This is an optimization exercise on Yosys and OpenROAD, whose aim is small area, a short achievable clock period and few clock cycles, not a production implementation.

Setup of job 9896:
==> flow/design.v <==
module sctp_enc (
    input  wire        clk,
    input  wire        rst,
    input  wire        cmd_valid,
    output wire        cmd_ready,
    input  wire [3:0]  cmd_op,
    input  wire [63:0] cmd_arg,
    input  wire [3:0]  cmd_cnt,
    input  wire        cmd_last,
    output wire        out_valid,
    input  wire        out_ready,
    output wire [63:0] out_data,
    output wire [3:0]  out_cnt,
    output wire        out_last,
    output wire        out_fault
);
    reg [143:0] A;           
    reg [4:0]   k;           
    reg         last_pend;   
    reg         fault_pend;  
    reg         faulted;     
    reg         ev;          
    reg  [87:0] eS;          
    reg         e_leb;       
    reg  [3:0]  enb;         
    reg         elast;       
    reg         efault;      
    reg         ov;          
    reg         ol;          
    reg         rfree;       
    reg         rtake;       
    reg         rx;          
    reg  [2:0]  off;         
    assign out_valid = ov;
    assign out_last  = ol;
    assign out_cnt   = {!ol | k[3], k[2:0] & {3{ol}}};
    assign out_data  = A[63:0];
    assign out_fault = fault_pend;
    wire take = ov && out_ready;
    wire merge = ev && (rfree || (rtake && out_ready));
    assign cmd_ready = rx || (rtake && out_ready);
    wire accept = cmd_valid && cmd_ready;
    wire [3:0]  op = cmd_op;
    wire [63:0] a  = cmd_arg;
    wire big      = (a[63:4] != 60'd0) || (a[3:0] == 4'hF);    
    wire is_data  = (op == 4'd14);
    wire is_sleb  = (op == 4'd9);
    wire leb_op   = (op == 4'd8) || is_sleb || (op == 4'd13);
    wire is_fix   = !op[3] || (op[3:1] == 3'b101);
    wire bad_short = (op == 4'd12) && (a[7:4] != 4'd0);
    reg [8:0] cu, cs;
    integer m;
    always @(*) begin
        for (m = 0; m < 9; m = m + 1) begin
            cu[m] = |(a >> (7*m + 7));
            cs[m] = a[63] ? !(&(a >> (7*m + 6) | ~({64{1'b1}} >> (7*m + 6))))
                          : |(a >> (7*m + 6));
        end
    end
    wire [8:0] c = is_sleb ? cs : cu;
    reg [3:0] hi;
    always @(*) begin
        if (op == 4'd12 || (op == 4'd13 && !big)) hi = a[3:0];
        else if (op == 4'd13)                     hi = 4'hF;
        else                                      hi = 4'h0;
    end
    reg [87:0] S;
    integer i;
    always @(*) begin
        S[7:0] = is_data ? a[7:0] : {hi, op};
        for (i = 1; i < 9; i = i + 1) begin
            if (leb_op)                S[8*i +: 8] = {c[i-1], a[7*(i-1) +: 7]};
            else if (is_data && i < 8) S[8*i +: 8] = a[8*i +: 8];
            else                       S[8*i +: 8] = a[8*(i-1) +: 8];
        end
        S[79:72] = {c[8], a[62:56]};
        S[87:80] = {1'b0, {6{is_sleb & a[63]}}, a[63]};
    end
    wire leb = !faulted && ((op == 4'd8) || is_sleb || (op == 4'd13 && big));
    reg [3:0] nb;
    always @(*) begin
        if (faulted || bad_short)  nb = 4'd0;
        else if (is_data)          nb = cmd_cnt[3] ? 4'd8 : cmd_cnt;
        else if (is_fix) begin
            case ({op[3], op[2:0]})
                4'b0000, 4'b0001: nb = 4'd2;
                4'b0010, 4'b0011: nb = 4'd3;
                4'b0100, 4'b0101,
                4'b1010:          nb = 4'd5;
                default:          nb = 4'd9;
            endcase
        end else                   nb = 4'd1;
    end
    wire [8:0] ec = {eS[79], eS[71], eS[63], eS[55], eS[47], eS[39], eS[31], eS[23], eS[15]};
    wire [3:0] ecnt = {ec[7], ec[3] & !ec[7], (ec[1] & !ec[3]) | (ec[5] & !ec[7]),
                       (ec[0] & !ec[1]) | (ec[2] & !ec[3]) | (ec[4] & !ec[5]) | (ec[6] & !ec[7]) | ec[8]};
    wire [3:0] en = e_leb ? ecnt + 4'd2 : enb;
    wire [95:0]  sh1 = off[0] ? {eS, eS[7:0]}   : {eS[87:80], eS};
    wire [111:0] sh2 = off[1] ? {sh1, sh1[15:0]} : {sh1[95:80], sh1};
    wire [143:0] sh  = off[2] ? {sh2, sh2[31:0]} : {sh2[111:80], sh2};
    wire [11:0] tb;
    genvar g;
    generate
        for (g = 0; g < 12; g = g + 1) begin : g_tb
            assign tb[g] = (enb >= g);
        end
    endgenerate
    wire [11:0] T = e_leb ? {ec, 3'b111} : tb;
    wire m_ge8  = T[4'd8 - {1'b0, off}];                   
    wire m_gt8  = T[4'd9 - {1'b0, off}];                   
    wire m_ge16 = (off == 3'd5) ? T[11] : (off == 3'd6) ? T[10] :
                  (off == 3'd7) ? T[9] : 1'b0;             
    wire [4:0] m_k = e_leb ? ({2'b00, off} + 5'd2) + {1'b0, ecnt}
                           : {2'b00, off} + {1'b0, enb};
    wire t_ge8 = k[4];
    wire t_le8 = !k[4] || (k[3:0] == 4'd0);
    reg [4:0] nk;
    reg [2:0] noff;
    reg       nlp, nov, nol, nfree, ntake;
    wire      nev = cmd_ready ? cmd_valid : ev;
    always @(*) begin
        nk    = k;
        noff  = off;
        nlp   = last_pend;
        nov   = ov;
        nol   = ol;
        nfree = rfree;
        ntake = rtake;
        if (merge) begin
            nk    = m_k;
            noff  = elast ? 3'd0 : m_k[2:0];
            nlp   = elast;
            nov   = m_ge8 || elast;
            nol   = elast && !m_gt8;
            nfree = !elast && !m_ge8;
            ntake = elast ? !m_gt8 : (m_ge8 && !m_ge16);
        end else if (take) begin
            if (ol) begin
                nk    = 5'd0;
                noff  = 3'd0;
                nlp   = 1'b0;
                nov   = 1'b0;
                nol   = 1'b0;
                nfree = 1'b1;
                ntake = 1'b0;
            end else begin
                nk    = k - 5'd8;
                nov   = t_ge8 || last_pend;
                nol   = last_pend && t_le8;
                nfree = !last_pend && !t_ge8;
                ntake = last_pend ? t_le8 : t_ge8;
            end
        end
    end
    integer j;
    always @(posedge clk) begin
        for (j = 0; j < 18; j = j + 1) begin
            if (merge && j >= off)
                A[8*j +: 8] <= sh[8*j +: 8];
            else if (take && j < 10)
                A[8*j +: 8] <= A[8*j + 64 +: 8];
        end
        if (merge && elast)
            fault_pend <= efault;
        if (cmd_ready) begin
            eS     <= S;
            e_leb  <= leb;
            enb    <= nb;
            elast  <= cmd_last;
            efault <= faulted || bad_short;
        end
        if (rst) begin
            k         <= 5'd0;
            last_pend <= 1'b0;
            faulted   <= 1'b0;
            ev        <= 1'b0;
            ov        <= 1'b0;
            ol        <= 1'b0;
            rfree     <= 1'b1;
            rtake     <= 1'b0;
            rx        <= 1'b1;
            off       <= 3'd0;
        end else begin
            if (accept)
                faulted <= !cmd_last && (faulted || bad_short);
            ev        <= nev;
            k         <= nk;
            last_pend <= nlp;
            ov        <= nov;
            ol        <= nol;
            rfree     <= nfree;
            rtake     <= ntake;
            rx        <= !nev || nfree;
            off       <= noff;
        end
    end
endmodule
clock: 4.5 ns
lec_check: 0
cap_margin: 20
core_margin: 2
core_utilization: 40
setup_slack_margin: 2.0
slew_margin: 20
standard.sh (not shown) runs the stock make flow with config.mk's settings and CLKGATE_MAP_FILE= SYNTH_SCRIPT=/design/flow/synth_recipe.tcl, a recipe that flattens the netlist after the stock synthesis.
==> flow/flow/run.sh <==
#!/bin/bash
# Standard ORFS flow, with the ports buffered by buf_1 cells and the clock
# tree built without dummy loads.
export BUFFER_PORTS_ARGS="-buffer_cell sky130_fd_sc_hd__buf_1"
export CTS_ARGS="-sink_clustering_enable -repair_clock_nets -dont_use_dummy_load -sink_clustering_size 28 -sink_clustering_max_diameter 70"
bash standard.sh > standard.log 2>&1
Per the final summary, job 9896 finished and its layout is clean on timing, DRC and antenna.
For job 7346, these inputs were changed with respect to job 9896:
--- a/flow/design.v
+++ b/flow/design.v
@@ -95,28 +95,17 @@
     wire [3:0] ecnt = {ec[7], ec[3] & !ec[7], (ec[1] & !ec[3]) | (ec[5] & !ec[7]),
                        (ec[0] & !ec[1]) | (ec[2] & !ec[3]) | (ec[4] & !ec[5]) | (ec[6] & !ec[7]) | ec[8]};
     wire [3:0] en = e_leb ? ecnt + 4'd2 : enb;
     wire [95:0]  sh1 = off[0] ? {eS, eS[7:0]}   : {eS[87:80], eS};
     wire [111:0] sh2 = off[1] ? {sh1, sh1[15:0]} : {sh1[95:80], sh1};
     wire [143:0] sh  = off[2] ? {sh2, sh2[31:0]} : {sh2[111:80], sh2};
-    wire [11:0] tb;
-    genvar g;
-    generate
-        for (g = 0; g < 12; g = g + 1) begin : g_tb
-            assign tb[g] = (enb >= g);
-        end
-    endgenerate
-    wire [11:0] T = e_leb ? {ec, 3'b111} : tb;
-    wire m_ge8  = T[4'd8 - {1'b0, off}];                   
-    wire m_gt8  = T[4'd9 - {1'b0, off}];                   
-    wire m_ge16 = (off == 3'd5) ? T[11] : (off == 3'd6) ? T[10] :
-                  (off == 3'd7) ? T[9] : 1'b0;             
-    wire [4:0] m_k = e_leb ? ({2'b00, off} + 5'd2) + {1'b0, ecnt}
-                           : {2'b00, off} + {1'b0, enb};
-    wire t_ge8 = k[4];
-    wire t_le8 = !k[4] || (k[3:0] == 4'd0);
+    wire [4:0] m_k    = {2'b00, off} + {1'b0, en};
+    wire       m_ge8  = m_k[4] || m_k[3];
+    wire       m_le8  = !m_k[4] && (!m_k[3] || m_k[2:0] == 3'd0);
+    wire       t_ge8  = k[4];
+    wire       t_le8  = !k[4] || (k[3:0] == 4'd0);
     reg [4:0] nk;
     reg [2:0] noff;
     reg       nlp, nov, nol, nfree, ntake;
     wire      nev = cmd_ready ? cmd_valid : ev;
     always @(*) begin
         nk    = k;
@@ -128,15 +117,15 @@
         ntake = rtake;
         if (merge) begin
             nk    = m_k;
             noff  = elast ? 3'd0 : m_k[2:0];
             nlp   = elast;
             nov   = m_ge8 || elast;
-            nol   = elast && !m_gt8;
+            nol   = elast && m_le8;
             nfree = !elast && !m_ge8;
-            ntake = elast ? !m_gt8 : (m_ge8 && !m_ge16);
+            ntake = elast ? m_le8 : (m_ge8 && !m_k[4]);
         end else if (take) begin
             if (ol) begin
                 nk    = 5'd0;
                 noff  = 3'd0;
                 nlp   = 1'b0;
                 nov   = 1'b0;
@@ -159,13 +148,13 @@
                 A[8*j +: 8] <= sh[8*j +: 8];
             else if (take && j < 10)
                 A[8*j +: 8] <= A[8*j + 64 +: 8];
         end
         if (merge && elast)
             fault_pend <= efault;
-        if (cmd_ready) begin
+        if (!ev || merge) begin
             eS     <= S;
             e_leb  <= leb;
             enb    <= nb;
             elast  <= cmd_last;
             efault <= faulted || bad_short;
         end
Results
For routed wire length on met2, dividing the value from job 7346 by the value from job 9896 gives 0.946.
In summary, job 7346 completed successfully, with a layout that passed the timing, design-rule and antenna checks.
Changes observed in job 7346 relative to job 9896: synthesized area per cell picked up an extra about 1.5%; final instance count without filler cells lost 87; period utilization lost 2.1 points; summed instance area of the synthesized netlist lost 420 sq um.
No run of this note included a check of the RTL's function; only the layout flow was run.

-- afterwards: timing with drivers on the ports --
In the flow no input, the clock included, has a driving cell. The finished layouts below were timed again as built, in two steps. Step 1 (the two cells are an assumption about what drives the block):
set clk [get_ports {clk}]
set_driving_cell -lib_cell sky130_fd_sc_hd__clkbuf_16 $clk
set_driving_cell -lib_cell sky130_fd_sc_hd__buf_2 [delete_from_list [all_inputs] $clk]
Step 2 moves the port delays by t, midway between the first and last clock arrival at a register: inputs arrive t later, outputs are due t later. That takes back most of the time a late clock gives input paths. Slacks: ideal / step 1 / step 2; pairs: ideal / step 1.
run	t, ns	setup WS [ns]	clock arrival spread, ns	worst slew at a driven data input, ns
job 9896	0.539	1.646 / 1.650 / 1.110	0.054 / 0.055	0.06
job 7346	0.535	1.742 / 1.742 / 1.546	0.062 / 0.062	0.04
After both steps every run listed still meets setup and hold. For job 9896, which loses most, drivers alone change the setup slack by +0.004 ns; drivers and shift together by -0.536 ns.
